Source: an optimization exercise on an open RTL-to-GDS flow (aim: small area). Production flows keep margins and buffers that such runs may drop.
The RTL was checked by simulation tests, not by an equivalence proof against the original design.
Power is estimated from default activity; no workload was simulated. The flow treats the clock pin as an ideal source, which a real chip does not have.

===== design/flow/design.v =====
`default_nettype none
module ledscan (
    input  wire        clk,
    input  wire        rst,
    input  wire        cmd_start,
    input  wire [7:0]  cfg_tiles_x,
    input  wire [7:0]  cfg_tiles_y,
    input  wire        hw_grant,
    input  wire        stop_req,
    input  wire        rx_valid,
    input  wire [7:0]  rx_data,
    input  wire        rx_eof,
    output wire        rx_ready,
    output reg  [4:0]  row_addr,
    output wire [31:0] col_reg,
    output reg         col_stb,
    output reg         lat,
    output reg         oe,
    output reg         pass_done,
    output reg         pub_stb,
    output wire [1:0]  mode,
    output wire        exit_valid,
    output wire [7:0]  exit_code,
    output wire        owned
);
    localparam [2:0] P_SELECT  = 3'd0,
                     P_SHIFT   = 3'd1,
                     P_LATCH   = 3'd2,
                     P_PWM     = 3'd3,    
                     P_ADVANCE = 3'd5,
                     P_RELEASE = 3'd6;
    reg        run, halt;              
    reg  [1:0] ecode;
    reg        two_wide, two_high;
    reg        rx_open;
    reg        ever;
    reg        stop_flag;
    reg        eof_seen;
    reg        got_brt;                
    reg  [8*129-1:0] ring0, ring1;     
    reg  [7:0] zpos;                   
    reg        skip_due;               
    reg        skipping;               
    reg  [7:0] fifo [0:7];             
    reg  [2:0] rp;                     
    reg  [3:0] cnt;                    
    reg  [6:0] haddr;                  
    reg        hbank;                  
    reg  [7:0] brt0, brt1;
    reg        front;
    reg  [2:0] phase;
    reg  [6:0] rptr;                   
    reg        rbank;                  
    reg        rvalid;                 
    reg  [7:0] brt;
    reg  [7:0] pwmcnt;
    reg  [7:0] col;
    assign rx_ready   = rx_open;
    assign mode       = {halt, run};
    assign owned      = run;
    assign exit_valid = halt;
    assign exit_code  = {6'd0, ecode};
    assign col_reg    = {1'b0, col[7], 2'b0, col[6], 4'b0, col[5], 4'b0, col[4],
                         4'b0, col[3], 2'b0, col[2], 2'b0, col[1], 2'b0, col[0], 3'b0};
    wire cfg_ok = (cfg_tiles_x != 8'd0) && (cfg_tiles_y != 8'd0) &&
                  ((cfg_tiles_x == 8'd1 && cfg_tiles_y <= 8'd2) ||
                   (cfg_tiles_x == 8'd2 && cfg_tiles_y == 8'd1));
    wire big = two_wide | two_high;    
    wire ingest_active = run && rx_open;
    wire rx_accept     = ingest_active && !stop_flag && rx_valid;
    wire rx_end        = ingest_active && !stop_flag && !rx_valid && rx_eof;
    wire rx_is_brt     = rx_accept && !got_brt;
    wire rx_is_data    = rx_accept && got_brt;
    wire [6:0] wptr    = haddr + {3'd0, cnt};    
    wire rx_is_last    = (wptr[5:0] == 6'h3f) && (wptr[6] || !big);
    wire       skip_go  = skip_due && !skipping && (zpos == 8'd0);
    wire       short    = skipping || skip_go;    
    wire [7:0] zpos_nx  = (zpos == 8'd0) ? (short ? 8'd127 : 8'd128) : zpos - 8'd1;
    wire       short_nx = short && (zpos != 8'd1);
    wire       fifo_any  = (cnt != 4'd0);
    wire       head_ok   = run && (fifo_any || rx_is_data);
    wire [7:0] head_data = fifo_any ? fifo[rp] : rx_data;
    wire [8:0] hsum      = {1'b0, zpos_nx} + {2'b0, haddr};
    wire [7:0] hstage    = (hsum >= (short_nx ? 9'd128 : 9'd129)) ?
                           hsum[7:0] - (short_nx ? 8'd128 : 8'd129) : hsum[7:0];
    wire       hit       = head_ok && (hstage[2:0] == 3'd7);
    wire       pop       = hit && fifo_any;
    wire       push      = rx_is_data && !(hit && !fifo_any);
    wire       hlast     = (haddr[5:0] == 6'h3f) && (haddr[6] || !big);
    reg  [8*129-1:0] ring0_nx, ring1_nx;
    integer k;
    always @* begin
        for (k = 0; k < 129; k = k + 1) begin
            if (k == 128) begin
                ring0_nx[8*k +: 8] = ring0[7:0];
                ring1_nx[8*k +: 8] = ring1[7:0];
            end else if (k == 127) begin
                ring0_nx[8*k +: 8] = short ? ring0[7:0] : ring0[8*128 +: 8];
                ring1_nx[8*k +: 8] = short ? ring1[7:0] : ring1[8*128 +: 8];
            end else begin
                ring0_nx[8*k +: 8] = ring0[8*(k+1) +: 8];
                ring1_nx[8*k +: 8] = ring1[8*(k+1) +: 8];
            end
            if (k % 8 == 7 && hit && hstage[6:3] == k / 8) begin
                if (!hbank) ring0_nx[8*k +: 8] = head_data;
                else        ring1_nx[8*k +: 8] = head_data;
            end
        end
    end
    wire [6:0] raddr   = {rptr[6] & big, rptr[5:0]};
    wire       tap65   = rptr[6] & !big;
    wire [7:0] tap_b   = rbank ? (tap65 ? ring1[8*65 +: 8] : ring1[7:0])
                               : (tap65 ? ring0[8*65 +: 8] : ring0[7:0]);
    wire [7:0] rdiff   = {1'b0, raddr} - {1'b0, haddr};
    wire       byp     = (hbank == rbank) && !rdiff[7] && ({1'b0, rdiff[6:0]} < {4'd0, cnt});
    wire [7:0] rd_byte = byp ? fifo[rp + rdiff[2:0]] : tap_b;
    wire       row_last = two_wide ? (rptr[2:0] == 3'd7) : (rptr[1:0] == 2'd3);
    wire       pass_end = (rptr[5:0] == 6'd0) && (!rptr[6] || !big);
    always @(posedge clk) begin
        ring0 <= ring0_nx;
        ring1 <= ring1_nx;
        if (push)
            fifo[rp + cnt[2:0]] <= rx_data;
        if (rx_is_brt) begin
            if (front) brt0 <= rx_data;
            else       brt1 <= rx_data;
        end
    end
    always @(posedge clk) begin
        if (rst) begin
            run        <= 1'b0;
            halt       <= 1'b0;
            ecode      <= 2'd0;
            rx_open    <= 1'b0;
            row_addr   <= 5'd0;
            col        <= 8'd0;
            col_stb    <= 1'b0;
            lat        <= 1'b0;
            oe         <= 1'b0;
            pass_done  <= 1'b0;
            pub_stb    <= 1'b0;
        end else begin
            col_stb   <= 1'b0;
            lat       <= 1'b0;
            pass_done <= 1'b0;
            pub_stb   <= 1'b0;
            if (!run && !halt && cmd_start) begin
                if (!cfg_ok) begin
                    halt  <= 1'b1;
                    ecode <= 2'd2;
                end else if (!hw_grant) begin
                    halt  <= 1'b1;
                    ecode <= 2'd3;
                end else begin
                    two_wide  <= (cfg_tiles_x == 8'd2);
                    two_high  <= (cfg_tiles_y == 8'd2);
                    front     <= 1'b0;
                    got_brt   <= 1'b0;
                    ever      <= 1'b0;
                    stop_flag <= 1'b0;
                    eof_seen  <= 1'b0;
                    phase     <= P_SELECT;
                    rptr      <= 7'd0;
                    skip_due  <= 1'b0;
                    skipping  <= 1'b0;
                    zpos      <= 8'd1;
                    cnt       <= 4'd0;
                    haddr     <= 7'd0;
                    hbank     <= 1'b1;
                    run       <= 1'b1;
                    rx_open   <= 1'b1;
                end
            end
            if (run && stop_req)
                stop_flag <= 1'b1;
            if (ingest_active && stop_flag)
                rx_open <= 1'b0;
            if (rx_end) begin
                eof_seen  <= 1'b1;
                stop_flag <= 1'b1;
                rx_open   <= 1'b0;
            end
            if (rx_is_brt)
                got_brt <= 1'b1;
            if (rx_is_data && rx_is_last) begin
                front   <= ~front;
                got_brt <= 1'b0;
                ever    <= 1'b1;
                pub_stb <= 1'b1;
            end
            if (run) begin
                zpos     <= zpos_nx;
                skipping <= short_nx;
                if (skip_go)
                    skip_due <= 1'b0;
                cnt <= cnt + {3'd0, push} - {3'd0, pop};
                if (pop)
                    rp <= rp + 3'd1;
                if (hit) begin
                    haddr <= hlast ? 7'd0 : haddr + 7'd1;
                    if (hlast)
                        hbank <= ~hbank;
                end
            end
            if (run) begin
                case (phase)
                    P_SELECT: begin
                        row_addr <= two_wide ? {1'b0, rptr[6:3]} : {rptr[6] & two_high, rptr[5:2]};
                        rbank    <= front;
                        rvalid   <= ever;
                        brt      <= ever ? (front ? brt1 : brt0) : 8'd0;
                        phase    <= P_SHIFT;
                    end
                    P_SHIFT: begin
                        col     <= rvalid ? rd_byte : 8'd0;
                        col_stb <= 1'b1;
                        rptr    <= rptr + 7'd1;
                        if (rptr == 7'd127)
                            skip_due <= 1'b1;
                        if (row_last)
                            phase <= P_LATCH;
                    end
                    P_LATCH: begin
                        lat    <= 1'b1;
                        pwmcnt <= 8'd0;
                        phase  <= P_PWM;
                    end
                    P_PWM: begin
                        oe     <= (pwmcnt < brt);
                        pwmcnt <= pwmcnt + 8'd1;
                        if (pwmcnt == 8'd254)
                            phase <= P_ADVANCE;
                    end
                    P_ADVANCE: begin
                        oe <= 1'b0;
                        if (pass_end) begin
                            pass_done <= 1'b1;
                            phase     <= stop_flag ? P_RELEASE : P_SELECT;
                        end else begin
                            phase <= P_SELECT;
                        end
                    end
                    P_RELEASE: begin
                        row_addr <= 5'd0;
                        col      <= 8'd0;
                        oe       <= 1'b0;
                        rx_open  <= 1'b0;
                        run      <= 1'b0;
                        halt     <= 1'b1;
                        ecode    <= (eof_seen && !ever) ? 2'd1 : 2'd0;
                    end
                    default: ;
                endcase
            end
        end
    end
endmodule
`default_nettype wire

===== design/flow/run.sh =====
#!/bin/bash
# synth_recipe.tcl (not shown) runs the flow's synth.tcl, then flattens the netlist and writes it again
# the make line also repeats each setting of config.mk as NAME=value (left out here)
make -C /OpenROAD-flow-scripts/flow DESIGN_CONFIG=/design/flow/config.mk WORK_HOME=/design/flow/orfs CLKGATE_MAP_FILE= SYNTH_SCRIPT=/design/flow/synth_recipe.tcl finish

===== design/flow/config.mk =====
export PLATFORM = sky130hd
export DESIGN_NAME = ledscan
export DESIGN_NICKNAME = ledscan
export VERILOG_FILES = /design/flow/design.v
export SDC_FILE = /design/flow/constraint.sdc
export NUM_CORES = 4
export LEC_CHECK = 0
export CAP_MARGIN = 20
export CORE_MARGIN = 2
export CORE_UTILIZATION = 30
export CTS_CLUSTER_DIAMETER = 100
export CTS_CLUSTER_SIZE = 30
export SLEW_MARGIN = 20

===== design/flow/constraint.sdc =====
create_clock -name core_clock -period 10.0 [get_ports {clk}]
set_input_delay 2.0000 -clock core_clock [delete_from_list [all_inputs] [get_ports {clk}]]
set_output_delay 2.0000 -clock core_clock [all_outputs]
set_load 0.01 [all_outputs]

==> results of run 1 <==
==> worst max path at each step <==
stage / depth (start not counted) / start / end / slack, ps
4_1_cts: 21 / zpos[2] / cnt[2] / 3780
5_1_grt: 21 / zpos[2] / cnt[2] / 3100
3_3_place_gp: 21 / zpos[2] / cnt[2] / 3810
3_5_place_dp: 21 / zpos[2] / cnt[2] / 3810
6_report: 21 / zpos[2] / cnt[2] / 3650
2_1_floorplan: 21 / zpos[2] / cnt[2] / 4590
==> area by class of cell <==
type | count | share of cell area, %
well taps | 2370 | 4.89
clock buffers | 91 | 3.51
repair buffers | 73 | 1.13
multi-input cells | 907 | 13.9
clock inverters | 9 | 0.295
inverters | 51 | 0.316
diodes | 4 | 0.0165
flip-flops and latches | 2230 | 76.0
==> metal layers <==
layer / GRT usage (%) / vias to the layer above / part of all wire, % / wire, microns
met4: 2.61 / 0 / 2.6 / 2220
met1: 13.7 / 10700 / 51 / 44600
met5: 0 / - / 0 / 0
li1: - / 10800 / - / -
met3: 1.92 / 122 / 4.8 / 4120
met2: 13.7 / 385 / 41 / 35800
==> logic make-up after synthesis <==
kind of cell	Yosys count
flops	2230
mux	346
simple gates	317
buf+inv	145
compound gates	129
fa+ha+maj	53
xor+xnor	32
other cells	1
==> power breakdown <==
group / leakage (nW) / total, mW / internal (mW) / switching, mW
combinational: 4.34 / 0.160 / 0.0635 / 0.0966
sequential: 18.1 / 8.98 / 8.97 / 0.0109
clock: 1.12 / 4.05 / 1.57 / 2.49
==> stage by stage <==
stage                     util (%)  total power, mW
after floorplan                  -             9.29
after global placement        32.1             9.34
after detailed placement      32.1             9.34
after CTS                     33.4             13.3
after global routing          33.4             13.7
final                         33.4             13.2
==> worst max-delay path, delay by kind of cell (launching register included) <==
| kind | cells | cell delay [ps] |
|---|---|---|
| AO/OA/AOI/OAI | 3 | 860 |
| XOR/XNOR | 2 | 520 |
| AND/OR/NAND/NOR | 7 | 1780 |
| flip-flops | 1 | 450 |
| multiplexers | 1 | 790 |
| adder cells (fa/ha/maj) | 5 | 1510 |
| buffers and inverters | 3 | 190 |
==> placed cells by master, fill, tap and decap left out, drive strengths merged, types with 8 or more instances in the layout <==
master	synthesis	routed
ha	47	47
a31oi	9	9
mux2i	32	32
or2	15	15
edfxtp	140	140
a21oi	29	29
nor3b	8	8
a21o	13	13
clkbuf	54	91
nand2b	13	13
conb	1	30
xor2	15	15
xnor2	17	17
nor3	34	34
dfxtp	2090	2090
o21ai	36	36
clkdlybuf4s50	0	55
buf	40	18
inv	50	53
and2	14	14
nand3	30	30
mux4	40	40
nand3b	10	10
a32oi	8	8
or3	9	9
mux2	274	274
nand2	65	65
nor2	85	85
==> results list, run 1 <==
* Critical path start-end classification: flip-flop to flip-flop
- For this run, the number of Yosys warnings is 1.
* Die span in y: 432 microns
- Total of flip-flops plus latches after synthesis: about 2,200
- During I/O placement, the number of pins put on the boundary was 86.
- After the first detailed-routing iteration, the DRC count stood at 1,324.
- Number of instances on the worst hold path: 0
- Setup slack, reg-to-reg: 3650 ps
* Die outline width: 432 microns
- At the placement stage, the worst setup path has a slack of 3810 ps.
* Adder-cell share of the synthesized area: 1.29%
- Proportion of layout cells with a drive suffix above 1: 12.4%
- After clock tree synthesis, the setup repair step added 0 buffers.
* # rows: 156
* Drc violations: 0
* Weighted congestion at the end of routability-driven global placement: 0.778
* Post-DRT Antenna Nets: 0
* Number of cells after detailed placement: 5,630
- Of all nets on the critical path, the largest fanout is 10.
* CTS resizes: 0
- CP endpoint kind: flip-flop
- DR pass1 iterations: 5
- Leading register cell type out of synthesis: sky130_fd_sc_hd__dfxtp_1
* Number of vias per cell after detailed routing: 3.83
- Summing every instance area after synthesis gives 54,900 sq um.
- The count of buffers added on input and output ports is 55.
- STA puts the critical path data required time at between 10,000 and 15,000 ps.
* Wire length after detailed routing: between 80 and 90 mm
* Post-place instance area: 58,300 sq um
- Post-layout worst setup margin: 3650 ps
- At the end of the flow, the number of nets in the layout was 3,431.
- CP arrival: about 6800 ps
- Clock period minus final worst setup slack: 6350 ps
- CTS tree: done
- Post-Layout Cell Count: 5,735
- Max-cap violations in this run came to 0.
- Die area: 186,000 sq um
* Worst Reg-to-Reg Cells: 21
- Summing the areas of all xor and xnor instances in the mapped netlist gives 0.545% of the synthesized area.
* Clock Sinks: 2,230
- Final hold vios: 0
- Transition time at the pin with the least slew margin: 956 ps
* Startpoint of the most critical register-to-register path: zpos[2]
- Summed over its instances, the top area cell type makes up 76.2% of the synthesized netlist area.
- Registers take 46,000 sq um.
* CP max stage delay: ~790 ps
- After synthesis, the netlist uses around 80 different library cells.
* Filler cell count: 17,300
- Counting flops with an async set or reset pin after synthesis yields a share of 0%.
- Across all layers, the routed design uses 22,000 vias.
* Clock transition time at the flip-flop clock pins of the worst setup and hold paths: 110 ps
- Sorting the synthesized cells by area gives the leading types as sky130_fd_sc_hd__dfxtp_1, sky130_fd_sc_hd__edfxtp_1, sky130_fd_sc_hd__mux2_2.
- After layout, the worst path uses between 60% and 70% of the clock period.
- Multi-input gate area: 8420 sq um
- The startpoint identified for the worst hold timing path is ring1[677].
- Hold-critical path endpoint: ring1[669]
* Post-synthesis mux area share: ~7.9%
- Library cell with the largest summed area after synthesis: sky130_fd_sc_hd__dfxtp_1
- The number of antenna violations at the first check in global routing came to 9.
- No sink is reached through more buffers than the 3 on the longest clock path.
* Overall Global Routing Usage: 9.28%
* Synth Instances: 3,253
- Via count of the first global-routing pass: 21,700
- Setup violations remaining at the end of the flow were counted as 0.
* Synthesis-to-finish area growth: 10.5%
* Synthesized area per cell: between 15 and 20 sq um
- Crit path cell chain: or4_4 > nor3_1 > nand2_1 > a21oi_1 > ha_1 > inv_1 > fa_1 > xor2_1 > nand4b_1 > a221oi_1 > nand3b_1 > a21oi_4 > mux2i_1 > nor2_1 > ha_1 > inv_1 > ha_1 > inv_1 > fa_1 > xor2_1 > nor2_1
- After synthesis, flip-flops and latches occupy 83.9% of the total area.
* Startpoint type of the worst setup path: flip-flop
* Average detailed-routed wire length per instance: 15.1 microns
* Worst skew pair latency: 710 ps
- The worst register-to-register path ends at cnt[2].
- Hold-fix buffer count after cts: 0
- CP max-delay cell: sky130_fd_sc_hd__mux2i_1
* Simple-gate area share of the yosys netlist: 3.45%
- For this design the ratio of total power to cell area is around 220 nW/um^2.
- Worst hold path type: flip-flop to flip-flop
- CTS buffer count: 84
- Setup repair after global routing left no endpoint under its margin.
- Normalized max-slew margin: between 30% and 40%
- Static timing analysis puts the maximum clock frequency at 0.158 GHz.
* Maximum number of pins on one net before global-route repair: 33
- Hold is met by 315 ps.
- The final count of pins violating max slew is 0.
- Area of the core: ~180,000 sq um
* Sum of negative setup slack: 0 ps
- The first global-routing pass estimated 132 mm of wire.
- The tree is rooted in a sky130_fd_sc_hd__clkbuf_16.
* Number of levels in the clock H-tree: 3
- Yosys mapped a number of flops with a built-in enable equal to 140.
- IR Drop Worst-Case VDD: 0.159 mV
* Aggregate global routing overflow: 0
* Setup clock skew after layout: 23.8 ps
- The run finished with no timing, DRC or antenna violations.
- In the post-synthesis netlist, the cell with the most instances is sky130_fd_sc_hd__dfxtp_1.
* Standby leakage power: 23.6 nW
- Once layout is done, the placed cells without fillers occupy about 60,000 sq um.
* Compound-gate portion of the synthesized area: 1.65%
- After legalization and detailed placement, the total HPWL measured 51.5 mm.
* Post-synth top cells: sky130_fd_sc_hd__dfxtp_1, sky130_fd_sc_hd__mux2_2, sky130_fd_sc_hd__edfxtp_1
- Main combinational cell family by area after synthesis: multiplexers
- Initial core utilization: 30.3%
==> run 2, diff against run 1 <==
==> design/flow/flow/run.sh (new file) <==
#!/bin/bash
# The standard layout (standard.sh, unchanged synthesis) with two changes:
# clock tree synthesis makes sink clusters of up to 30 flip-flops within
# 100 um and adds no dummy loads, and the port buffers use the smallest
# buffer cell. The make output goes to standard.log; ORFS keeps each tool's
# log under orfs/logs.
set -euo pipefail
cat >> config.mk <<'EOT'
export CTS_ARGS = -sink_clustering_enable -repair_clock_nets -dont_use_dummy_load -sink_clustering_size 30 -sink_clustering_max_diameter 100
export BUFFER_PORTS_ARGS = -buffer_cell sky130_fd_sc_hd__buf_1
EOT
bash standard.sh > standard.log 2>&1
==> design/flow/standard.sh (new file) <==
#!/bin/bash
# synth_recipe.tcl (not shown) runs the flow's synth.tcl, then flattens the netlist and writes it again
# the make line also repeats each setting of config.mk as NAME=value (left out here)
make -C /OpenROAD-flow-scripts/flow DESIGN_CONFIG=/design/flow/config.mk WORK_HOME=/design/flow/orfs CLKGATE_MAP_FILE= SYNTH_SCRIPT=/design/flow/synth_recipe.tcl "${@:-finish}"
--- a/design/flow/config.mk
+++ b/design/flow/config.mk
@@ -9,5 +9,5 @@
 export CORE_MARGIN = 2
 export CORE_UTILIZATION = 30
-export CTS_CLUSTER_DIAMETER = 100
-export CTS_CLUSTER_SIZE = 30
 export SLEW_MARGIN = 20
+export CTS_ARGS = -sink_clustering_enable -repair_clock_nets -dont_use_dummy_load -sink_clustering_size 30 -sink_clustering_max_diameter 100
+export BUFFER_PORTS_ARGS = -buffer_cell sky130_fd_sc_hd__buf_1
removed: design/flow/run.sh
==> run 2 against run 1 <==
Net effect: still clean; clock skew is 39 ps higher; core utilization shrank 0.31 points; first-iteration DRC count grew 18%; sequential share of layout area increased by 0.72 points; via count up 0.51%; register-to-register slack gained 40 ps; flip-flop and latch count is the same; die area did not move; setup slack better by 43 ps; fmax increased by 0.68%; highest routed layer is now met5.
==> results list, run 2 <==
* Post-Layout Cell Count: 5,718
* Setup slack, reg-to-reg: 3700 ps
- Total of flip-flops plus latches after synthesis: 2,230
- Main combinational cell family by area after synthesis: multiplexers
- By area the synthesized netlist is led by sky130_fd_sc_hd__dfxtp_1, sky130_fd_sc_hd__edfxtp_1, sky130_fd_sc_hd__mux2_2.
- PwrDens: 217 nW/um^2
- The die covers 186,000 sq um.
- The first global-routing pass estimated ~130 mm of wire.
- Critical path start-end classification: flip-flop to flip-flop
- CTS resizes: 0
- The via count of the first global-routing pass was 21,800.
- Yosys instantiated no cell more often than sky130_fd_sc_hd__dfxtp_1.
- The library cells used most frequently in the layout, excluding fill and tap cells, are sky130_fd_sc_hd__dfxtp_1, sky130_fd_sc_hd__mux2_2, sky130_fd_sc_hd__edfxtp_1.
* DR pass1 iterations: 6
* Hold Crit Start: ring1[600]
- In the routed design, unresolved DRC markers number 0.
- Weighted congestion at the end of routability-driven global placement: 0.796
- The path with the worst hold slack has its endpoint at ring1[592].
- Final number of setup-violating endpoints: 0
- In the final routed layout, each cell accounts on average for 15.2 microns.
- The clock passes through at most 3 buffers.
- Of the total synthesized cell area, the portion taken by full adders, half adders and majority gates is roughly 1.3%.
- Library cells used by synthesis: 78
- The worst hold path was traced through 0 stages.
* Synthesis-to-finish area growth: 9.44%
- Of all nets on the critical path, the largest fanout is 10.
- Post-DRT Antenna Nets: 0
- After clock tree synthesis, the clock-pin slew on the worst setup and hold paths is 110 ps.
* Count of final max-slew check failures: 0
- Total of max-cap violations: 0
* # rows: 156
* Number of vias per cell after detailed routing: just under 4
* Clock Sinks: 2,230
- Leading register cell type out of synthesis: sky130_fd_sc_hd__dfxtp_1
- Die outline width: 432 microns
- Library cell with the largest summed area after synthesis: sky130_fd_sc_hd__dfxtp_1
- Of the total synthesized cell area, the portion taken by XOR and XNOR cells is 0.545%.
- Sorting the synthesized cells by how often they occur yields sky130_fd_sc_hd__dfxtp_1, sky130_fd_sc_hd__mux2_2, sky130_fd_sc_hd__edfxtp_1.
* Number of post-CTS setup repair buffers: 0
- Cells with a size suffix above 1 make up between 10% and 20% of the layout.
- Summed over all layers, the global routing overflow is 0.
* Endpoint of the worst register-to-register path: cnt[2]
- IR Drop Worst-Case VDD: 0.144 mV
- Worst Reg-to-Reg Cells: 21
- Die span in y: about 430 microns
* Share of flip-flops with an asynchronous set or reset after synthesis: 0%
- Transition time at the pin with the least slew margin: 1030 ps
- In the final design database the tool counted 3,432 nets.
- Simple-gate area share of the yosys netlist: 3.45%
* Most common cell after layout, fill and taps aside: sky130_fd_sc_hd__dfxtp_1
* Compound-gate portion of the synthesized area: 1.65%
- CTS buffer count: 84
- Timing would allow up to 0.159 GHz.
- The tightest hold path in the finished design has a slack of 292 ps.
- TritonCTS built the clock tree.
* Maximum number of pins on one net before global-route repair: 33
- The clock arrives with 62.7 ps of skew.
- Setup repair after global routing left no endpoint under its margin.
* Final hold vios: 0
- HPWL Detailed: 51.2 mm
* Number of buffers added on ports: 55
- Synthesis handed over a netlist of 3,253 instances.
- Area of the core: 181,000 sq um
- CP arrival: between 6000 and 7000 ps
- Startpoint of the most critical register-to-register path: zpos[3]
- Sequential elements use 83.9% of the synthesized area.
* Number of ports placed on the die boundary: 86
* Sum of negative setup slack: 0 ps
* Outcome: no timing/DRC/antenna violations
* Initial core utilization: 30.3%
- The worst setup path is launched from a flip-flop.
- Clock tree synthesis selected as its root buffer the cell sky130_fd_sc_hd__clkbuf_16.
- In this run the biggest area consumer among cell types represents 76.2% of the synthesized area.
* Overall Global Routing Usage: 9.21%
- Cell Area, Synth: 54,900 sq um
* Syn. warnings: 1
- After detailed routing, the total wire length is 86.8 mm.
- The clock reaches the later pin of the worst-skew pair after a little over 700 ps.
- Post-synth EDFFs: 140
- A synthesized cell averages between 15 and 20 sq um.
- The tightest min-delay check is of the flip-flop to flip-flop type.
* Post-synthesis mux area share: around 7.9%
- The number of placed instances, taps included, is 5,632.
- CP endpoint kind: flip-flop
- The analysis attributes to cell leakage a power of about 23 nW.
- Initial antenna violation count: 10
- Hold-fix buffer count after cts: 0
- After the first detailed-routing iteration, the DRC count stood at roughly 1,600.
- Worst Path Required: between 10,000 and 15,000 ps
* Number of levels in the clock H-tree: 3
- Via count: 22,100
- Filler cell count: 17,200
- Normalized max-slew margin: 30.5%
- Clock period minus final worst setup slack: 6300 ps
- Crit share post-route: 63.0%
## run 2: how the worst max path moves through the flow
stage            start      to  slack (ps)  depth (start not counted)
6_report       zpos[3]  cnt[2]        3700                         21
5_1_grt        zpos[2]  cnt[2]        3160                         21
4_1_cts        zpos[2]  cnt[2]        3770                         21
3_5_place_dp   zpos[2]  cnt[2]        3850                         21
3_3_place_gp   zpos[2]  cnt[2]        3930                         21
2_1_floorplan  zpos[2]  cnt[2]        4590                         21
## run 2: where the power goes
group / switching [mW] / internal (mW) / leakage, nW
clock: 2.40 / 1.52 / 1.04
combinational: 0.0975 / 0.0553 / 4.21
sequential: 0.0108 / 8.97 / 18.1
## run 2: stage by stage
step	setup WS [ps]	power, mW	utilization (%)	instance area (sq um)
detailed placement	3850	9.34	32.0	57900
CTS	3770	13.2	33.1	60000
global placement	3930	9.33	31.9	57900
floorplan	4590	9.29	-	55000
global route	3160	13.5	33.1	60100
finish	3700	13.0	33.1	60100
## run 2: worst max-delay path: stages (launching register included)
cell                       delay [ps]
sky130_fd_sc_hd__edfxtp_1         460
sky130_fd_sc_hd__or4_4            580
sky130_fd_sc_hd__nor3_1           330
sky130_fd_sc_hd__nand2_1          220
sky130_fd_sc_hd__a21oi_1          230
sky130_fd_sc_hd__ha_1             230
sky130_fd_sc_hd__inv_1             70
sky130_fd_sc_hd__fa_1             390
sky130_fd_sc_hd__xor2_1           360
sky130_fd_sc_hd__nand4b_1         210
sky130_fd_sc_hd__a221oi_1         250
sky130_fd_sc_hd__nand3b_1         180
sky130_fd_sc_hd__a21oi_4          350
sky130_fd_sc_hd__mux2i_1          830
sky130_fd_sc_hd__nor2_1           110
sky130_fd_sc_hd__ha_1             320
sky130_fd_sc_hd__inv_1             70
sky130_fd_sc_hd__ha_1             180
sky130_fd_sc_hd__inv_1             60
sky130_fd_sc_hd__fa_1             370
sky130_fd_sc_hd__xor2_1           170
sky130_fd_sc_hd__nor2_1            60
## run 2: metal layers
metal  up-vias  track usage [%]  part of all wire (%)
met5         -                0                 0.022
met4         2             2.38                   2.3
met3       117             2.08                   5.1
met2       412             13.7                    42
met1     10800             13.4                    50
li1      10800                -                     -
## run 2: final cells by class
cell class | count | area, sq um | area share (%)
Tap cell | 2370 | 2970 | 4.94
Clock buffer | 84 | 2100 | 3.50
Timing Repair Buffer | 74 | 349 | 0.581
Sequential cell | 2230 | 46000 | 76.7
Multi-Input combinational cell | 907 | 8390 | 14.0
Inverter | 51 | 191 | 0.319
Antenna cell | 2 | 5.00 | 0.00833
## run 2: cell families (layout without fill, tap and decap cells)
family | after synthesis | after routing
muxes | 346 | 346
adders and majority gates | 53 | 53
AOI/OAI and AO/OA | 129 | 129
DFF | 2230 | 2230
other | 1 | 32
and+or+nand+nor | 317 | 317
buffers and inverters | 145 | 209
xor gates and xnor gates | 32 | 32
==> run 3, diff against run 2 <==
--- a/design/flow/design.v
+++ b/design/flow/design.v
@@ -43,5 +43,4 @@
     reg        skipping;               
     reg  [7:0] fifo [0:7];             
-    reg  [2:0] rp;                     
     reg  [3:0] cnt;                    
     reg  [6:0] haddr;                  
@@ -72,5 +71,6 @@
     wire rx_is_brt     = rx_accept && !got_brt;
     wire rx_is_data    = rx_accept && got_brt;
-    wire [6:0] wptr    = haddr + {3'd0, cnt};    
+    wire [7:0] wsum    = {1'b0, haddr} + {4'd0, cnt};
+    wire [6:0] wptr    = wsum[6:0];               
     wire rx_is_last    = (wptr[5:0] == 6'h3f) && (wptr[6] || !big);
     wire       skip_go  = skip_due && !skipping && (zpos == 8'd0);
@@ -80,5 +80,5 @@
     wire       fifo_any  = (cnt != 4'd0);
     wire       head_ok   = run && (fifo_any || rx_is_data);
-    wire [7:0] head_data = fifo_any ? fifo[rp] : rx_data;
+    wire [7:0] head_data = fifo_any ? fifo[haddr[2:0]] : rx_data;
     wire [8:0] hsum      = {1'b0, zpos_nx} + {2'b0, haddr};
     wire [7:0] hstage    = (hsum >= (short_nx ? 9'd128 : 9'd129)) ?
@@ -102,7 +102,11 @@
                 ring1_nx[8*k +: 8] = ring1[8*(k+1) +: 8];
             end
-            if (k % 8 == 7 && hit && hstage[6:3] == k / 8) begin
-                if (!hbank) ring0_nx[8*k +: 8] = head_data;
-                else        ring1_nx[8*k +: 8] = head_data;
+            if (k % 8 == 7) begin
+                ring0_nx[8*k +: 8] = ~ring0_nx[8*k +: 8];
+                ring1_nx[8*k +: 8] = ~ring1_nx[8*k +: 8];
+                if (hit && hstage[6:3] == k / 8) begin
+                    if (!hbank) ring0_nx[8*k +: 8] = (k / 8) % 2 ? ~head_data : head_data;
+                    else        ring1_nx[8*k +: 8] = (k / 8) % 2 ? ~head_data : head_data;
+                end
             end
         end
@@ -112,7 +116,6 @@
     wire [7:0] tap_b   = rbank ? (tap65 ? ring1[8*65 +: 8] : ring1[7:0])
                                : (tap65 ? ring0[8*65 +: 8] : ring0[7:0]);
-    wire [7:0] rdiff   = {1'b0, raddr} - {1'b0, haddr};
-    wire       byp     = (hbank == rbank) && !rdiff[7] && ({1'b0, rdiff[6:0]} < {4'd0, cnt});
-    wire [7:0] rd_byte = byp ? fifo[rp + rdiff[2:0]] : tap_b;
+    wire       byp     = (hbank == front) && (rbank == front) && (raddr >= haddr);
+    wire [7:0] rd_byte = byp ? fifo[raddr[2:0]] : tap_b;
     wire       row_last = two_wide ? (rptr[2:0] == 3'd7) : (rptr[1:0] == 2'd3);
     wire       pass_end = (rptr[5:0] == 6'd0) && (!rptr[6] || !big);
@@ -121,5 +124,5 @@
         ring1 <= ring1_nx;
         if (push)
-            fifo[rp + cnt[2:0]] <= rx_data;
+            fifo[wptr[2:0]] <= rx_data;
         if (rx_is_brt) begin
             if (front) brt0 <= rx_data;
@@ -195,6 +198,4 @@
                     skip_due <= 1'b0;
                 cnt <= cnt + {3'd0, push} - {3'd0, pop};
-                if (pop)
-                    rp <= rp + 3'd1;
                 if (hit) begin
                     haddr <= hlast ? 7'd0 : haddr + 7'd1;
--- a/design/flow/config.mk
+++ b/design/flow/config.mk
@@ -8,5 +8,5 @@
 export CAP_MARGIN = 20
 export CORE_MARGIN = 2
-export CORE_UTILIZATION = 30
+export CORE_UTILIZATION = 55
 export SLEW_MARGIN = 20
 export CTS_ARGS = -sink_clustering_enable -repair_clock_nets -dont_use_dummy_load -sink_clustering_size 30 -sink_clustering_max_diameter 100
==> run 3 against run 2 <==
Net effect: still clean on timing, DRC and antenna; power rose by 0.70%; fmax shrank 10%; die area down 46%; sequential share of layout area is 2.2 points higher; critical path type unchanged; largest power group unchanged.
==> results list, run 3 <==
- Outcome: no timing/DRC/antenna violations
* Worst Path Required: between 10,000 and 15,000 ps
- Most frequent cell on the critical path: sky130_fd_sc_hd__ha_1
* Post-DRT Antenna Nets: 0
- The number of antenna violations at the first check in global routing is 4.
- The area growth from synthesis to layout is 7.17%.
- Worst Reg-to-Reg Cells: 21
- Counting the fill cells in the layout gives 7,394.
* Die span in y: 319 microns
- After the first detailed-routing iteration, the DRC count stood at 1,293.
- Sequential share of the synthesized area: 84.5%
- The worst register-to-register path ends at cnt[2].
- In this run the mean area of a mapped cell was 16.9 sq um.
- CP delay by family, top: simple AND/OR/NAND/NOR gates
* Overall Global Routing Usage: about 18%
* Max clock buf depth: 3
- Wires add up to between 80 and 90 mm.
- Number of instances on the worst hold path: 0
* Normalized max-slew margin: 24.1%
* CTS tree: done
- # rows: between 100 and 150
- Of the post-synthesis cell area, the dominant cell type holds between 70% and 80%.
- Number of ports placed on the die boundary: 86
* Weighted congestion at the end of routability-driven global placement: 0.840
- Of the available clock period, the critical path in the final layout requires a little over two thirds.
- For this run, the number of Yosys warnings is 1.
- Yosys mapped a number of flops with a built-in enable equal to 137.
- The first global-routing pass estimated 134 mm of wire.
- The critical path in this run is classified as flip-flop to flip-flop.
- Multi-input gate area: 8110 sq um
- CP max-delay cell: sky130_fd_sc_hd__nor2_1
* Startpoint of the most critical register-to-register path: zpos[3]
- The signal on the critical path passes through or4_4 > nor3_1 > nand2_1 > nor3_1 > a21oi_1 > ha_1 > inv_1 > fa_1 > xor2_1 > and4b_1 > o221ai_1 > a2111o_2 > nor4b_4 > nor2_1 > o21bai_1 > ha_1 > inv_1 > ha_1 > fa_1 > xnor2_1 > nor2_1.
- Synth Instances: 3,229
* PwrDens: 225 nW/um^2
- Critical Path Fanout Max: 12
* Sum of buffers and inverters on the critical path: 2
* Hold-critical path endpoint: ring0[113]
- The hold violation count in the final report was 0.
* Drc violations: 0
- Library cell with the largest summed area after synthesis: sky130_fd_sc_hd__dfxtp_1
* Clock period minus final worst setup slack: between 7000 and 8000 ps
- Via count: 22,100
- Hold Crit Start: ring0[121]
* CTS buffer count: 85
- Average detailed-routed wire length per instance: 19.3 microns
* Die outline width: 319 microns
- Proportion of layout cells with a drive suffix above 1: ~7.8%
- Summing all flip-flop and latch instances after layout gives ~46,000 sq um.
- The H-tree generated during clock tree synthesis spans 3 levels.
* Post-synth top cells: sky130_fd_sc_hd__dfxtp_1, sky130_fd_sc_hd__mux2i_1, sky130_fd_sc_hd__edfxtp_1
- For this configuration, the core starts out at a cell density of 55.4%.
- By instance count, the leading cell after synthesis is sky130_fd_sc_hd__dfxtp_1.
* Setup slack, reg-to-reg: 2970 ps
- The mapped netlist covers 54,500 sq um.
- The clock reaches the later pin of the worst-skew pair after 690 ps.
* Most frequent cells in the layout: sky130_fd_sc_hd__dfxtp_1, sky130_fd_sc_hd__mux2i_1, sky130_fd_sc_hd__edfxtp_1
- For this run, the slowest stage of the critical path takes 590 ps.
* Setup clock skew after layout: 59.9 ps
- For the pin with the worst max-slew slack, the measured transition is 1140 ps.
* Most common cell after layout, fill and taps aside: sky130_fd_sc_hd__dfxtp_1
- Clock Sinks: approximately 2,200
- CP endpoint kind: flip-flop
* Final number of setup-violating endpoints: 0
* Number of vias per cell after detailed routing: ~4.8
- IR Drop Worst-Case VDD: 0.181 mV
* Clock transition time at the flip-flop clock pins of the worst setup and hold paths: around 100 ps
- Across the run, the number of max-cap violations was 0.
* Sum of negative setup slack: 0 ps
* NumNets Final: 3,413
- After floorplanning, the core was sized to cover 98,300 sq um.
- In this run, distinct cell masters in the synthesized netlist total 86.
* Post-Layout Cell Count: approximately 4,600
- Tracing the worst setup path back leads to its startpoint at zpos[3].
- Entering global routing, the biggest net connects 31 pins.
- Number of buffers added on ports: 55
- After synthesis the netlist holds a flip-flop and latch count of between 2,000 and 2,500.
- DR pass1 iterations: 5
- The via count of the first global-routing pass was about 22,000.
- Hold-fix buffer count after cts: 0
* Aggregate global routing overflow: 0
- The die covers slightly above 100,000 sq um.
* Standby leakage power: 23.5 nW
- Dominant cells by area after synthesis: sky130_fd_sc_hd__dfxtp_1, sky130_fd_sc_hd__edfxtp_1, sky130_fd_sc_hd__mux2i_1
* Highest Clock Rate: 0.142 GHz
- The final count of pins violating max slew was 0.
- Data on the critical path arrives at its endpoint at 7420 ps.
* HPWL Detailed: 52.7 mm
* Worst hold path type: flip-flop to flip-flop
* Cell at the root of the clock tree: sky130_fd_sc_hd__clkbuf_16
- In this run, placement finished with an instance count of 4,537.
- In the synthesized netlist the dominant register cell turns out to be sky130_fd_sc_hd__dfxtp_1.
- CTS resizes: 0
- Unrepaired setup endpoints after global routing: no
- Share of flip-flops with an asynchronous set or reset after synthesis: 0%
- Startpoint type of the worst setup path: flip-flop
* Number of post-CTS setup repair buffers: 0
-- run 3: layer usage --
layer | vias to the layer above | global-route usage, % | part of all wire [%]
li1 | 10800 | - | -
met1 | 10700 | 26.1 | 50
met2 | 389 | 26.6 | 43
met3 | 128 | 2.72 | 3.9
met4 | 0 | 5.73 | 2.6
met5 | - | 0 | 0
-- run 3: layout make-up --
cell class              instances  area share (%)
well taps                    1287            2.76
clock buffers                  85            3.65
inverters                      42           0.270
repair buffers                 72           0.572
flip-flops and latches       2230            78.9
diodes                          1         0.00429
multi-input cells             906            13.9
-- run 3: worst max path at each step --
stage | endpoint | slack [ps] | cells past startpoint
floorplan | cnt[1] | 4280 | 21
global placement | cnt[2] | 3360 | 21
detailed placement | fifo[4][2] | 3150 | 16
CTS | fifo[4][4] | 3110 | 16
global route | cnt[2] | 2350 | 21
finish | cnt[2] | 2970 | 21
-- run 3: cell families after synthesis --
family	Yosys count	synth area share, %
mux	354	7.49
other cells	1	0.00689
fa+ha+maj	45	1.08
xor+xnor	19	0.306
compound gates	159	2.03
simple gates	299	3.50
flops	2230	84.5
buf+inv	122	1.09
-- run 3: per-stage QoR --
step	setup WS, ps	power (mW)	util, %	hold WS [ps]	cell area (sq um)
2_1_floorplan	4280	9.30	-	310	54600
3_3_place_gp	3360	9.41	57.2	310	56200
3_5_place_dp	3150	9.41	57.2	312	56200
4_1_cts	3110	13.3	59.3	298	58300
5_1_grt	2350	13.6	59.4	297	58400
6_report	2970	13.1	59.4	295	58400
-- run 3: worst reg2reg max path, delay by kind of cell (launching register included) --
family | cells | cell delay (ps)
simple gates | 8 | 2950
fa+ha+maj | 5 | 1450
compound gates | 4 | 1210
xor+xnor | 2 | 560
flops | 1 | 470
buf+inv | 2 | 110
-- run 3: power breakdown --
group	total [mW]	switching, mW	internal (mW)
logic	0.217	0.162	0.0553
clock network	3.93	2.40	1.54
registers	8.99	0.0196	8.97
==> run 4, diff against run 3 <==
--- a/design/flow/config.mk
+++ b/design/flow/config.mk
@@ -8,5 +8,5 @@
 export CAP_MARGIN = 20
 export CORE_MARGIN = 2
-export CORE_UTILIZATION = 55
+export CORE_UTILIZATION = 30
 export SLEW_MARGIN = 20
 export CTS_ARGS = -sink_clustering_enable -repair_clock_nets -dont_use_dummy_load -sink_clustering_size 30 -sink_clustering_max_diameter 100
==> run 4 against run 3 <==
Net effect: hold slack worse by 17 ps; synthesized cell count stayed put; final cell count up 24%; design area is 2.4% higher; non-clock buffer count is 8 higher; flip-flop and latch count unchanged; global-route usage down 8.0 points; setup slack improved by 170 ps; clock skew is 10 ps higher; critical path type unchanged; critical endpoint unchanged; critical path depth is the same; sequential share of layout area decreased by 1.9 points; still clean on timing, DRC and antenna.
==> results list, run 4 <==
- Leading register cell type out of synthesis: sky130_fd_sc_hd__dfxtp_1
* Transition time at the pin with the least slew margin: 1150 ps
- Syn. warnings: 1
* Standby leakage power: about 24 nW
- Sum of negative setup slack: 0 ps
* Setup clock skew after layout: 70.2 ps
- The design draws 13.1 mW.
- In this run the post-CTS setup repair buffer count came out at 0.
* Highest Clock Rate: 0.146 GHz
- The critical path is of the flip-flop to flip-flop type.
- Entering global routing, the biggest net connects 31 pins.
- In this run, post-CTS hold repair placed 0 buffers.
* PwrDens: 220 nW/um^2
- Proportion of layout cells with a drive suffix above 1: under 10%
* Endpoint of the worst register-to-register path: cnt[2]
* Setup slack, reg-to-reg: ~3100 ps
- By count the netlist is led by sky130_fd_sc_hd__dfxtp_1, sky130_fd_sc_hd__mux2i_1, sky130_fd_sc_hd__edfxtp_1.
* Via count of the first global-routing pass: 21,700
- Summed over all nets, the half-perimeter wirelength after detailed placement is 54.4 mm.
- First-pass GRT wire length: 134 mm
* Top-count cell post-synth: sky130_fd_sc_hd__dfxtp_1
- CP arrival: just over 7000 ps
- The final count of pins violating max slew is 0.
- CTS resizes: 0
* Overall Global Routing Usage: 9.59%
- Hold Crit Start: ring0[933]
- DR pass1 iterations: 5
- The synthesized design contains 137 enable-type register cells.
* Via count: between 20,000 and 25,000
* Startpoint type of the worst setup path: flip-flop
- Setup repair after global routing left no endpoint under its margin.
- The netlist uses 86 different library cells.
- Area fraction of the dominant cell type after synthesis: 76.9%
- The final layout contains routed wiring with a total length of 89.6 mm.
- Measured along the y axis, the die boundary spans 430 microns.
- NumNets Final: 3,421
* Clock transition time at the flip-flop clock pins of the worst setup and hold paths: 120 ps
* Normalized max-slew margin: a little under a quarter
- The hold violation count in the final report was 0.
* Dominant cells by area after synthesis: sky130_fd_sc_hd__dfxtp_1, sky130_fd_sc_hd__edfxtp_1, sky130_fd_sc_hd__mux2i_1
- STA classifies the critical path endpoint as a flip-flop.
* Aggregate global routing overflow: 0
* Sequential share of the synthesized area: between 80% and 90%
- CP delay by family, top: simple AND/OR/NAND/NOR gates
* Sum of buffers and inverters on the critical path: 2
* Initial core utilization: between 30% and 40%
- Summed over all instances, the cell type with the most area after synthesis is sky130_fd_sc_hd__dfxtp_1.
- The H-tree generated during clock tree synthesis spans 3 levels.
- Hold-critical path endpoint: ring0[925]
- Final number of setup-violating endpoints: 0
* Number of ports placed on the die boundary: 86
* Startpoint of the most critical register-to-register path: zpos[3]
- The top cell types in the final layout, fill and taps aside, are sky130_fd_sc_hd__dfxtp_1, sky130_fd_sc_hd__mux2i_1, sky130_fd_sc_hd__edfxtp_1.
* Cell at the root of the clock tree: sky130_fd_sc_hd__clkbuf_16
* Worst Path Required: around 10,000 ps
- The number of clock buffers added by TritonCTS is 85.
* Initial antenna violation count: 4
* Switching component of the power: 2.58 mW
* Critical Path Fanout Max: 12
- In this run, the number of DRC markers left after iteration 0 of detailed routing was 1,177.
* Post-DRT Antenna Nets: 0
* Worst slack after detailed placement: around 3300 ps
- Share of flip-flops with an asynchronous set or reset after synthesis: 0%
* CP max stage delay: 600 ps
* Outcome: no timing/DRC/antenna violations
- The internal portion of the total power is 10.6 mW.
* Clock Sinks: about 2,200
- Counting I/O delays and the setup requirement, the final critical path takes 6850 ps.
- Max clock buf depth: 3
* IR Drop Worst-Case VDD: around 0.12 mV
- Dividing the synthesized area by the synthesized cell count gives 16.9 sq um.
* Die area: roughly 180,000 sq um
* CP max-delay cell: sky130_fd_sc_hd__nor2_1
* Area of the core: 181,000 sq um
* Sw Share: 19.7%
* Number of buffers added on ports: 55
* Proportion of power drawn by flip-flops and latches: around two thirds
* Crit share post-route: about two thirds
- Counting instances, the worst hold path has a depth of 0.
- Of the total power, the clock network draws between 30% and 40%.
* Most common cell after layout, fill and taps aside: sky130_fd_sc_hd__dfxtp_1
- The worst hold path belongs to the class flip-flop to flip-flop.
- Most frequent cell on the critical path: sky130_fd_sc_hd__ha_1
- The die is 430 microns wide.
* Number of vias per cell after detailed routing: 3.87
* Average detailed-routed wire length per instance: 15.7 microns
- In this run, the combinational gates consume 1.6% of the power.
- Worst Reg-to-Reg Cells: 21
- CTS tree: done
- Max-cap violations in this run came to 0.
- Weighted congestion at the end of routability-driven global placement: slightly below 0.8
- Counting every instance in the synthesized netlist gives between 3,000 and 4,000.
* Total of flip-flops plus latches after synthesis: 2,230
* Crit path cell chain: or4_4 > nor3_1 > nand2_1 > nor3_1 > a21oi_1 > ha_1 > inv_1 > fa_1 > xor2_1 > and4b_1 > o221ai_1 > a2111o_2 > nor4b_4 > nor2_1 > o21bai_1 > ha_1 > inv_1 > ha_1 > fa_1 > xnor2_1 > nor2_1
- Worst Hold Margin: 278 ps
* Worst skew pair latency: 700 ps
* Synthesis-to-finish area growth: 9.78%
* # rows: 156
* Post-layout worst setup margin: between 3000 and 4000 ps
* Drc violations: 0
* Cell Area, Synth: about 54,000 sq um
run 4: kinds of logic (layout without fill, tap and decap cells):
| group | after synthesis | in the layout | share of synthesized area, % |
|---|---|---|---|
| adder cells (fa/ha/maj) | 45 | 45 | 1.08 |
| buffers and inverters | 122 | 207 | 1.09 |
| other | 1 | 34 | 0.00689 |
| AO/OA/AOI/OAI | 159 | 159 | 2.03 |
| multiplexers | 354 | 354 | 7.49 |
| XOR/XNOR | 19 | 19 | 0.306 |
| AND/OR/NAND/NOR | 299 | 299 | 3.50 |
| flip-flops | 2230 | 2230 | 84.5 |
run 4: through the flow:
step,cell area (sq um),util [%],cells
after floorplan,54600,-,3258
after global placement,57600,31.9,5628
after detailed placement,57600,31.9,5628
after CTS,59800,33.1,5713
after global routing,59800,33.1,5714
final,59800,33.1,5717
run 4: how the worst max path moves through the flow:
stage               startpoint     end  slack (ps)  cells after the start
floorplan              zpos[4]  cnt[1]        4280                     21
global route           zpos[4]  cnt[2]        2660                     21
detailed placement     zpos[4]  cnt[1]        3320                     20
finish                 zpos[3]  cnt[2]        3150                     21
global placement       zpos[4]  cnt[2]        3480                     21
CTS                    zpos[3]  cnt[2]        3300                     21
run 4: metal layers:
| layer | track usage [%] | up-vias | part of all wire, % |
|---|---|---|---|
| li1 | - | 10800 | - |
| met1 | 13.5 | 10800 | 50 |
| met2 | 14.7 | 367 | 43 |
| met3 | 1.62 | 141 | 3.7 |
| met4 | 3.50 | 0 | 3.3 |
| met5 | 0 | - | 0 |
run 4: power by group through the flow:
stage               combinational (mW)  clock [mW]  sequential, mW
finish                           0.217        3.94            8.99
global route                     0.228        4.39            8.99
CTS                              0.221        4.08            8.99
detailed placement               0.221           0            9.19
global placement                 0.218           0            9.19
floorplan                        0.119           0            9.18
run 4: worst register-to-register path, delay by kind of cell, from the launching register on:
| kind | cells | cell delay, ps |
|---|---|---|
| and+or+nand+nor | 8 | 2900 |
| buffers and inverters | 2 | 120 |
| xor gates and xnor gates | 2 | 540 |
| AOI/OAI and AO/OA | 4 | 1120 |
| DFF | 1 | 450 |
| adders and majority gates | 5 | 1460 |
run 4: layout make-up:
class	count	area [sq um]
Sequential cell	2230	46000
Fill cell	17200	121000
Inverter	42	158
Timing Repair Buffer	80	394
Tap cell	2370	2970
Clock buffer	85	2130
Antenna cell	4	10.0
Multi-Input combinational cell	906	8110
==> run 5, diff against run 4 <==
==> design/flow/run.sh (new file) <==
#!/bin/bash
# synth_recipe.tcl (not shown) runs the flow's synth.tcl, then flattens the netlist and writes it again
# the make line also repeats each setting of config.mk as NAME=value (left out here)
make -C /OpenROAD-flow-scripts/flow DESIGN_CONFIG=/design/flow/config.mk WORK_HOME=/design/flow/orfs CLKGATE_MAP_FILE= SYNTH_SCRIPT=/design/flow/synth_recipe.tcl finish
==> design/flow/config.mk (replaced) <==
export PLATFORM = sky130hd
export DESIGN_NAME = ledscan
export DESIGN_NICKNAME = ledscan
export VERILOG_FILES = /design/flow/design.v
export SDC_FILE = /design/flow/constraint.sdc
export NUM_CORES = 4
export LEC_CHECK = 0
export CAP_MARGIN = 20
export CORE_MARGIN = 2
export CORE_UTILIZATION = 30
export CTS_CLUSTER_DIAMETER = 100
export CTS_CLUSTER_SIZE = 30
export SLEW_MARGIN = 20
removed: design/flow/flow/run.sh
removed: design/flow/standard.sh
==> run 5 against run 4 <==
Net effect: still clean; synthesized cell count did not move; power rose by 1.5%; flip-flop and latch count did not move; fmax rose by 0.47%; combinational power rose by 2%; count of clock-buffer cells in the layout rose by 9; setup slack improved by 32 ps; clock power rose by 5%; design area rose by 0.95%; final cell count rose by 0.26%; critical endpoint unchanged; largest power group unchanged.
==> results list, run 5 <==
- Worst Path Required: 10,470 ps
- The share of total power dissipated in the clock network is a little under a third.
* Number of vias per cell after detailed routing: 3.84
- The first global-routing pass estimated 134 mm of wire.
- Worst slack after detailed placement: 3320 ps
- Post-layout worst setup margin: 3180 ps
- TritonCTS built the clock tree.
- Number of buffers added on ports: 55
* Proportion of power drawn by flip-flops and latches: between 60% and 70%
* Overall Global Routing Usage: a little under 10%
- The routed design has about 90 mm of wire.
- Aggregate global routing overflow: 0
* Highest Clock Rate: around 0.15 GHz
- For this design the total switching power over the nets is approximately 2.7 mW.
- Summing over every cut layer, the via total after detailed routing is 22,000.
* Dominant cells by area after synthesis: sky130_fd_sc_hd__dfxtp_1, sky130_fd_sc_hd__edfxtp_1, sky130_fd_sc_hd__mux2i_1
- PwrDens: 221 nW/um^2
* Synthesis-to-finish area growth: 10.8%
- Leading register cell type out of synthesis: sky130_fd_sc_hd__dfxtp_1
- Post-synth EDFFs: 137
* Startpoint type of the worst setup path: flip-flop
* Number of post-CTS setup repair buffers: 0
- Clock period minus final worst setup slack: 6820 ps
- The analysis attributes to cell leakage a power of 23.8 nW.
- Average detailed-routed wire length per instance: 15.8 microns
* Crit share post-route: 68.2%
* Final hold vios: 0
- Detailed placement ended at an HPWL of 55.4 mm.
- The post-route netlist has 8.31% of its cells at a drive strength greater than 1.
- In this run, post-CTS repair resized a total of 0 instances.
- Max-cap violations in this run came to 0.
- Outcome: no timing/DRC/antenna violations
* CP endpoint kind: flip-flop
* Critical path start-end classification: flip-flop to flip-flop
- STA puts the critical path data arrival time at around 7300 ps.
- # rows: ~160
- Initial antenna violation count: 7
- Once layout is complete, the utilization of the core stands at 33.4%.
- In the routed design, unresolved DRC markers number 0.
- In this run the tightest slew margin relative to its limit is between 20% and 30%.
- Post-DRT Antenna Nets: 0
- Sw Share: 20.1%
* Share of flip-flops with an asynchronous set or reset after synthesis: 0%
* Top-count cell post-synth: sky130_fd_sc_hd__dfxtp_1
- The synthesized netlist occupies a cell area of about 54,000 sq um.
- Sum of negative setup slack: 0 ps
- Along the worst path, the maximum fanout reaches 12.
* Synth Instances: 3,229
* Unrepaired setup endpoints after global routing: no
- Total of flip-flops plus latches after synthesis: 2,230
- Post-Layout Cell Count: 5,732
- Die span in y: ~430 microns
* Synthesized area per cell: 16.9 sq um
- The floorplan step defined a die boundary enclosing around 180,000 sq um.
* Most common cell after layout, fill and taps aside: sky130_fd_sc_hd__dfxtp_1
* IR Drop Worst-Case VDD: 0.121 mV
- Number of levels in the clock H-tree: 3
- In the layout the commonest cells are sky130_fd_sc_hd__dfxtp_1, sky130_fd_sc_hd__mux2i_1, sky130_fd_sc_hd__edfxtp_1.
- At the pin with the least slew margin, the transition time is 1160 ps.
- The synthesized netlist contains 86 unique library cells.
- DR pass1 iterations: 5
- Clock transition time at the flip-flop clock pins of the worst setup and hold paths: 120 ps
- The via count of the first global-routing pass was around 22,000.
- The tree is rooted in a sky130_fd_sc_hd__clkbuf_16.
* Worst hold path type: flip-flop to flip-flop
- For this configuration, the core starts out at a cell density of 30.2%.
- Setup violations remaining at the end of the flow were counted as 0.
- Area fraction of the dominant cell type after synthesis: between 70% and 80%
* Weighted congestion at the end of routability-driven global placement: 0.770
- The number of hold buffers added after CTS was 0.
* Sequential share of the synthesized area: 84.5%
* Setup clock skew after layout: 50.1 ps
- Initial drt markers: 1,261
* Multi-input gate area: 8110 sq um
- Syn. warnings: 1
- Entering global routing, the biggest net connects 32 pins.
* NumNets Final: 3,415
- Comb power frac: 1.7%
- Measured along the x axis, the die boundary spans ~430 microns.
- At the later pin of the worst-skew pair, clock insertion delay measures 710 ps.
* Internal power: between 10 and 15 mW
- The clock drives 2,230 sinks.
- The core region is roughly 180,000 sq um.
* Library cell with the largest summed area after synthesis: sky130_fd_sc_hd__dfxtp_1
- 86 I/O pins were placed.
- Count of final max-slew check failures: 0
- Once placement completed, the tool counted placed cells totaling 5,621.
- Max clock buf depth: 3
* Post-synth top cells: sky130_fd_sc_hd__dfxtp_1, sky130_fd_sc_hd__mux2i_1, sky130_fd_sc_hd__edfxtp_1
- In the final layout, flip-flops and latches occupy 46,000 sq um.
- CTS buffer count: 86
- Filler cell count: roughly 17,000
## run 5: through the flow
stage	instance area, sq um	hold WS [ps]	power, mW
5_1_grt	60300	316	13.8
2_1_floorplan	54600	310	9.30
3_5_place_dp	57900	312	9.42
3_3_place_gp	57900	310	9.42
4_1_cts	60300	315	13.5
6_report	60300	318	13.3
## run 5: kinds of logic (layout without fill, tap and decap cells)
group / count (synthesis) / count (layout) / synth area share (%)
compound gates: 159 / 159 / 2.03
simple gates: 299 / 299 / 3.50
other cells: 1 / 34 / 0.00689
xor+xnor: 19 / 19 / 0.306
fa+ha+maj: 45 / 45 / 1.08
flops: 2230 / 2230 / 84.5
buf+inv: 122 / 222 / 1.09
mux: 354 / 354 / 7.49
## run 5: area by class of cell
type,count,share of cell area [%]
tap,2370,4.91
antenna,4,0.0166
timing repair buffer,73,1.14
clock inverter,13,0.332
inverter,42,0.261
sequential,2230,76.3
multi-input combinational,906,13.4
clock buffer,94,3.65
## run 5: path summary, 6_finish.rpt
kind / slack (ps) / endpoint / cells past startpoint / from
worst max-delay path: 3180 / cnt[2] / 21 / zpos[4]
worst max register to register: 3180 / cnt[2] / 21 / zpos[4]
worst min-delay path: 320 / ring1[164] / 0 / ring1[172]
worst min register to register: 320 / ring1[164] / 0 / ring1[172]
## run 5: per-layer routing
metal	track usage [%]	routed length, microns
met1	13.7	45400
met3	1.51	3010
met4	3.38	2490
met5	0	0
met2	14.9	39500
## run 5: worst max-delay path, cell delays in order (launching register included)
cell,delay [ps]
sky130_fd_sc_hd__edfxtp_1,430
sky130_fd_sc_hd__or4_4,590
sky130_fd_sc_hd__nor3_1,410
sky130_fd_sc_hd__nand2_1,300
sky130_fd_sc_hd__nor3_1,570
sky130_fd_sc_hd__a21oi_1,120
sky130_fd_sc_hd__ha_1,240
sky130_fd_sc_hd__inv_1,80
sky130_fd_sc_hd__fa_1,220
sky130_fd_sc_hd__xor2_1,410
sky130_fd_sc_hd__and4b_1,250
sky130_fd_sc_hd__o221ai_1,150
sky130_fd_sc_hd__a2111o_2,510
sky130_fd_sc_hd__nor4b_4,170
sky130_fd_sc_hd__nor2_1,560
sky130_fd_sc_hd__o21bai_1,310
sky130_fd_sc_hd__ha_1,360
sky130_fd_sc_hd__inv_1,40
sky130_fd_sc_hd__ha_1,200
sky130_fd_sc_hd__fa_1,410
sky130_fd_sc_hd__xnor2_1,180
sky130_fd_sc_hd__nor2_1,50
## run 5: power groups by stage
| stage | registers (mW) | logic (mW) | clock network (mW) |
|---|---|---|---|
| 2_1_floorplan | 9.18 | 0.119 | 0 |
| 3_3_place_gp | 9.19 | 0.224 | 0 |
| 3_5_place_dp | 9.19 | 0.226 | 0 |
| 4_1_cts | 8.99 | 0.227 | 4.28 |
| 5_1_grt | 8.99 | 0.234 | 4.59 |
| 6_report | 8.99 | 0.222 | 4.13 |
==> run 6, diff against run 5 <==
==> design/flow/flow/run.sh (new file) <==
#!/bin/bash
# The standard layout (standard.sh, unchanged synthesis) with two changes:
# clock tree synthesis makes sink clusters of up to 34 flip-flops within
# 100 um and adds no dummy loads, and the port buffers use the smallest
# buffer cell. The make output goes to standard.log; ORFS keeps each tool's
# log under orfs/logs.
set -euo pipefail
cat >> config.mk <<'EOT'
export CTS_ARGS = -sink_clustering_enable -repair_clock_nets -dont_use_dummy_load -sink_clustering_size 34 -sink_clustering_max_diameter 100
export BUFFER_PORTS_ARGS = -buffer_cell sky130_fd_sc_hd__buf_1
EOT
bash standard.sh > standard.log 2>&1
==> design/flow/standard.sh (new file) <==
#!/bin/bash
# synth_recipe.tcl (not shown) runs the flow's synth.tcl, then flattens the netlist and writes it again
# the make line also repeats each setting of config.mk as NAME=value (left out here)
make -C /OpenROAD-flow-scripts/flow DESIGN_CONFIG=/design/flow/config.mk WORK_HOME=/design/flow/orfs CLKGATE_MAP_FILE= SYNTH_SCRIPT=/design/flow/synth_recipe.tcl "${@:-finish}"
--- a/design/flow/config.mk
+++ b/design/flow/config.mk
@@ -8,6 +8,6 @@
 export CAP_MARGIN = 20
 export CORE_MARGIN = 2
-export CORE_UTILIZATION = 30
-export CTS_CLUSTER_DIAMETER = 100
-export CTS_CLUSTER_SIZE = 30
+export CORE_UTILIZATION = 55
 export SLEW_MARGIN = 20
+export CTS_ARGS = -sink_clustering_enable -repair_clock_nets -dont_use_dummy_load -sink_clustering_size 34 -sink_clustering_max_diameter 100
+export BUFFER_PORTS_ARGS = -buffer_cell sky130_fd_sc_hd__buf_1
removed: design/flow/run.sh
==> run 6 against run 5 <==
Net effect: non-clock buffer count fell by 1; clock skew rose by 38 ps; clock power fell by 9.0%; core utilization rose by 26 points; area after synthesis did not move; largest cell class unchanged; largest power group unchanged; register-to-register slack got worse by 270 ps; fmax fell by 3.8%; critical endpoint unchanged.
==> results list, run 6 <==
* DR pass1 iterations: 5
* Overall Global Routing Usage: 17.5%
- CTS buffer count: 77
- The number of antenna violations at the first check in global routing is 5.
* Startpoint of the most critical register-to-register path: zpos[3]
- Worst slack after detailed placement: 3150 ps
- Worst skew pair latency: 700 ps
- The number of cells on the worst reg-to-reg path is 21.
- Initial core utilization: 55.4%
- Normalized max-slew margin: 26.5%
- Yosys mapped the design onto 86 distinct sky130hd cell types.
- In the layout the commonest cells are sky130_fd_sc_hd__dfxtp_1, sky130_fd_sc_hd__mux2i_1, sky130_fd_sc_hd__edfxtp_1.
- HPWL Detailed: 52.7 mm
* Transition time at the pin with the least slew margin: 1100 ps
- Entering global routing, the biggest net connects 35 pins.
- The worst hold path was traced through 0 stages.
- The final layout contains routed wiring with a total length of 88.8 mm.
- The worst setup path is captured at a flip-flop.
* Finished layout cell area: 58,200 sq um
- Unrepaired setup endpoints after global routing: no
* Number of buffers added on ports: 55
- Startpoint type of the worst setup path: flip-flop
* Sw Share: between 10% and 20%
- For this run, the number of Yosys warnings is 1.
- Leaving out fill and tap cells, the most frequent cell in the layout is sky130_fd_sc_hd__dfxtp_1.
- Clock skew on the completed layout was measured at 88.0 ps.
- Worst hold path type: flip-flop to flip-flop
- Sequential share of the synthesized area: 84.5%
* Post-DRT Antenna Nets: 0
* Crit share post-route: 70.9%
- The most used flip-flop cell after synthesis is sky130_fd_sc_hd__dfxtp_1.
- After layout, the minimum clock period comes to 7090 ps.
- The area growth from synthesis to layout is 6.79%.
- For this run the aggregate overflow at the end of global routing stands at 0.
- In the final layout, the share of cells above drive strength 1 is under 10%.
- Switching component of the power: 2.54 mW
* Initial drt markers: 1,104
* Die span in y: 319 microns
* Worst Path Required: 10,360 ps
- Worst Hold Margin: about 270 ps
* Post-place instance area: 56,200 sq um
- The die is 319 microns wide.
- STA puts the critical path data arrival time at 7450 ps.
* Clock transition time at the flip-flop clock pins of the worst setup and hold paths: 110 ps
* Synthesized area per cell: 16.9 sq um
- Proportion of power drawn by flip-flops and latches: 69.3%
- Internal power: 10.4 mW
* Standby leakage power: 23.4 nW
- Number of post-CTS setup repair buffers: 0
* Average detailed-routed wire length per instance: just under 20 microns
- Die area: 102,000 sq um
- Cell at the root of the clock tree: sky130_fd_sc_hd__clkbuf_16
* Number of ports placed on the die boundary: 86
* Library cell with the largest summed area after synthesis: sky130_fd_sc_hd__dfxtp_1
- By startpoint and endpoint, the worst setup path is classified as flip-flop to flip-flop.
- Outcome: no timing/DRC/antenna violations
- The final count of pins violating max slew is 0.
- Weighted congestion at the end of routability-driven global placement: about 0.84
* Comb power frac: 1.7%
- First-pass GRT wire length: approximately 130 mm
* Clock Sinks: 2,230
- The floorplan step defined a core boundary enclosing 98,300 sq um.
- The hold violation count in the final report is 0.
- Critical Path Fanout Max: 12
* Post-synth top cells: sky130_fd_sc_hd__dfxtp_1, sky130_fd_sc_hd__mux2i_1, sky130_fd_sc_hd__edfxtp_1
- Total of flip-flops plus latches after synthesis: 2,230
* Via count of the first global-routing pass: 21,800
- Number of levels in the clock H-tree: 3
- NumNets Final: 3,405
* Highest Clock Rate: around 0.14 GHz
- Detailed routing inserted a total of roughly 22,000 vias.
* Max clock buf depth: 3
- Dividing total power by cell area gives a power density of 223 nW/um^2.
* Hold Crit Start: ring0[866]
- CTS resizes: 0
- The tool flagged a number of max-cap violations equal to 0.
* Dominant cells by area after synthesis: sky130_fd_sc_hd__dfxtp_1, sky130_fd_sc_hd__edfxtp_1, sky130_fd_sc_hd__mux2i_1
- VDD sags by at most 0.154 mV.
* Post-layout worst setup margin: 2910 ps
* Synth Instances: ~3,200
- Hold-critical path endpoint: ring0[858]
* Top-count cell post-synth: sky130_fd_sc_hd__dfxtp_1
* Post-synth EDFFs: 137
- The mapped netlist covers 54,500 sq um.
- Using the TritonRoute via totals, the vias-per-cell ratio works out to 4.76.
- CTS tree: done
- Row generation in the floorplan step produced 115 rows.
- Ant diodes: 0
- After synthesis, the share of flip-flops with an asynchronous set or reset is 0%.
- Hold-fix buffer count after cts: 0
- Part of the power in the clock network: 29.0%
- Endpoint of the worst register-to-register path: cnt[2]
- Sum of negative setup slack: 0 ps
- Setup violations remaining at the end of the flow were counted as 0.
* Area fraction of the dominant cell type after synthesis: 76.9%
- For this run, design rule violations remaining after detail routing come to 0.
- Setup slack, reg-to-reg: 2910 ps
[run 6: cell counts after synthesis]
Identical to the previous run, type by type.
[run 6: worst max path at each step]
stage          depth (start not counted)  slack, ps          to  startpoint
6_report                              21       2910      cnt[2]     zpos[3]
5_1_grt                               21       2330      cnt[2]     zpos[3]
4_1_cts                               16       3100  fifo[4][3]     zpos[3]
3_5_place_dp                          16       3150  fifo[4][2]     zpos[3]
3_3_place_gp                          21       3360      cnt[2]     zpos[4]
2_1_floorplan                         21       4280      cnt[1]     zpos[4]
[run 6: kinds of logic after synthesis]
kind of cell	share of synthesized area [%]
DFF	84.5
muxes	7.49
and+or+nand+nor	3.50
AOI/OAI and AO/OA	2.03
buffers and inverters	1.09
adders and majority gates	1.08
xor gates and xnor gates	0.306
other	0.00689
[run 6: cell type report]
| cell class | count | area (sq um) |
|---|---|---|
| clock buffers | 77 | 1930 |
| fillers | 7415 | 40100 |
| inverters | 42 | 158 |
| multi-input cells | 906 | 8110 |
| flip-flops and latches | 2230 | 46000 |
| well taps | 1287 | 1610 |
| repair buffers | 72 | 334 |
[run 6: through the flow]
step,instances,power [mW],util (%)
2_1_floorplan,3258,9.30,-
3_3_place_gp,4537,9.41,57.2
3_5_place_dp,4537,9.41,57.2
4_1_cts,4614,13.1,59.1
5_1_grt,4614,13.4,59.2
6_report,4614,13.0,59.2
[run 6: per-layer routing]
metal,GRT usage [%],up-vias,part of all wire [%]
met1,26.1,10700,50
li1,-,10800,-
met5,0,-,0
met4,4.93,0,2.5
met3,2.77,115,3.7
met2,26.7,368,43
[run 6: critical path: stages, from the launching register on]
cell,delay (ps)
sky130_fd_sc_hd__edfxtp_1,480
sky130_fd_sc_hd__or4_4,570
sky130_fd_sc_hd__nor3_1,400
sky130_fd_sc_hd__nand2_1,300
sky130_fd_sc_hd__nor3_1,580
sky130_fd_sc_hd__a21oi_1,150
sky130_fd_sc_hd__ha_1,240
sky130_fd_sc_hd__inv_1,70
sky130_fd_sc_hd__fa_1,210
sky130_fd_sc_hd__xor2_1,420
sky130_fd_sc_hd__and4b_1,270
sky130_fd_sc_hd__o221ai_1,180
sky130_fd_sc_hd__a2111o_2,530
sky130_fd_sc_hd__nor4b_4,180
sky130_fd_sc_hd__nor2_1,610
sky130_fd_sc_hd__o21bai_1,350
sky130_fd_sc_hd__ha_1,380
sky130_fd_sc_hd__inv_1,40
sky130_fd_sc_hd__ha_1,200
sky130_fd_sc_hd__fa_1,420
sky130_fd_sc_hd__xnor2_1,140
sky130_fd_sc_hd__nor2_1,50
[run 6: power by group through the flow]
stage                     logic (mW)  clock network [mW]  registers [mW]
after floorplan                0.119                   0            9.18
after global placement         0.217                   0            9.19
after detailed placement       0.220                   0            9.19
after CTS                      0.220                3.89            8.99
after global routing           0.228                4.18            8.99
final                          0.216                3.76            8.99

[what the ideal ports hide]
No port has a modelled driver above. Below, the same layouts with a new extraction and two added sets of constraints.
Step 1 sets driving cells, clkbuf_16 on the clock port and buf_2 on the other inputs (assumed; they add their load-dependent delay and slew).
Step 2 also shifts input and output timing later by t, the mid clock arrival at the registers, as if the neighbouring blocks saw the same clock.
Slacks: ideal ports / drivers / drivers and shift; pairs: ideal ports / drivers.
run	shift t [ns]	setup WS [ns]	worst setup path at the end	cell pins on the clock port's net
run 1	0.764	3.654 / 3.654 / 3.654	register to register	1
run 2	0.747	3.697 / 3.697 / 3.697	register to register	1
run 3	0.725	2.973 / 2.973 / 2.973	register to register	1
run 4	0.742	3.146 / 3.146 / 3.146	register to register	1
run 5	0.770	3.178 / 3.178 / 3.178	register to register	1
run 6	0.715	2.907 / 2.907 / 2.907	register to register	1
After both steps every run listed still meets setup and hold.
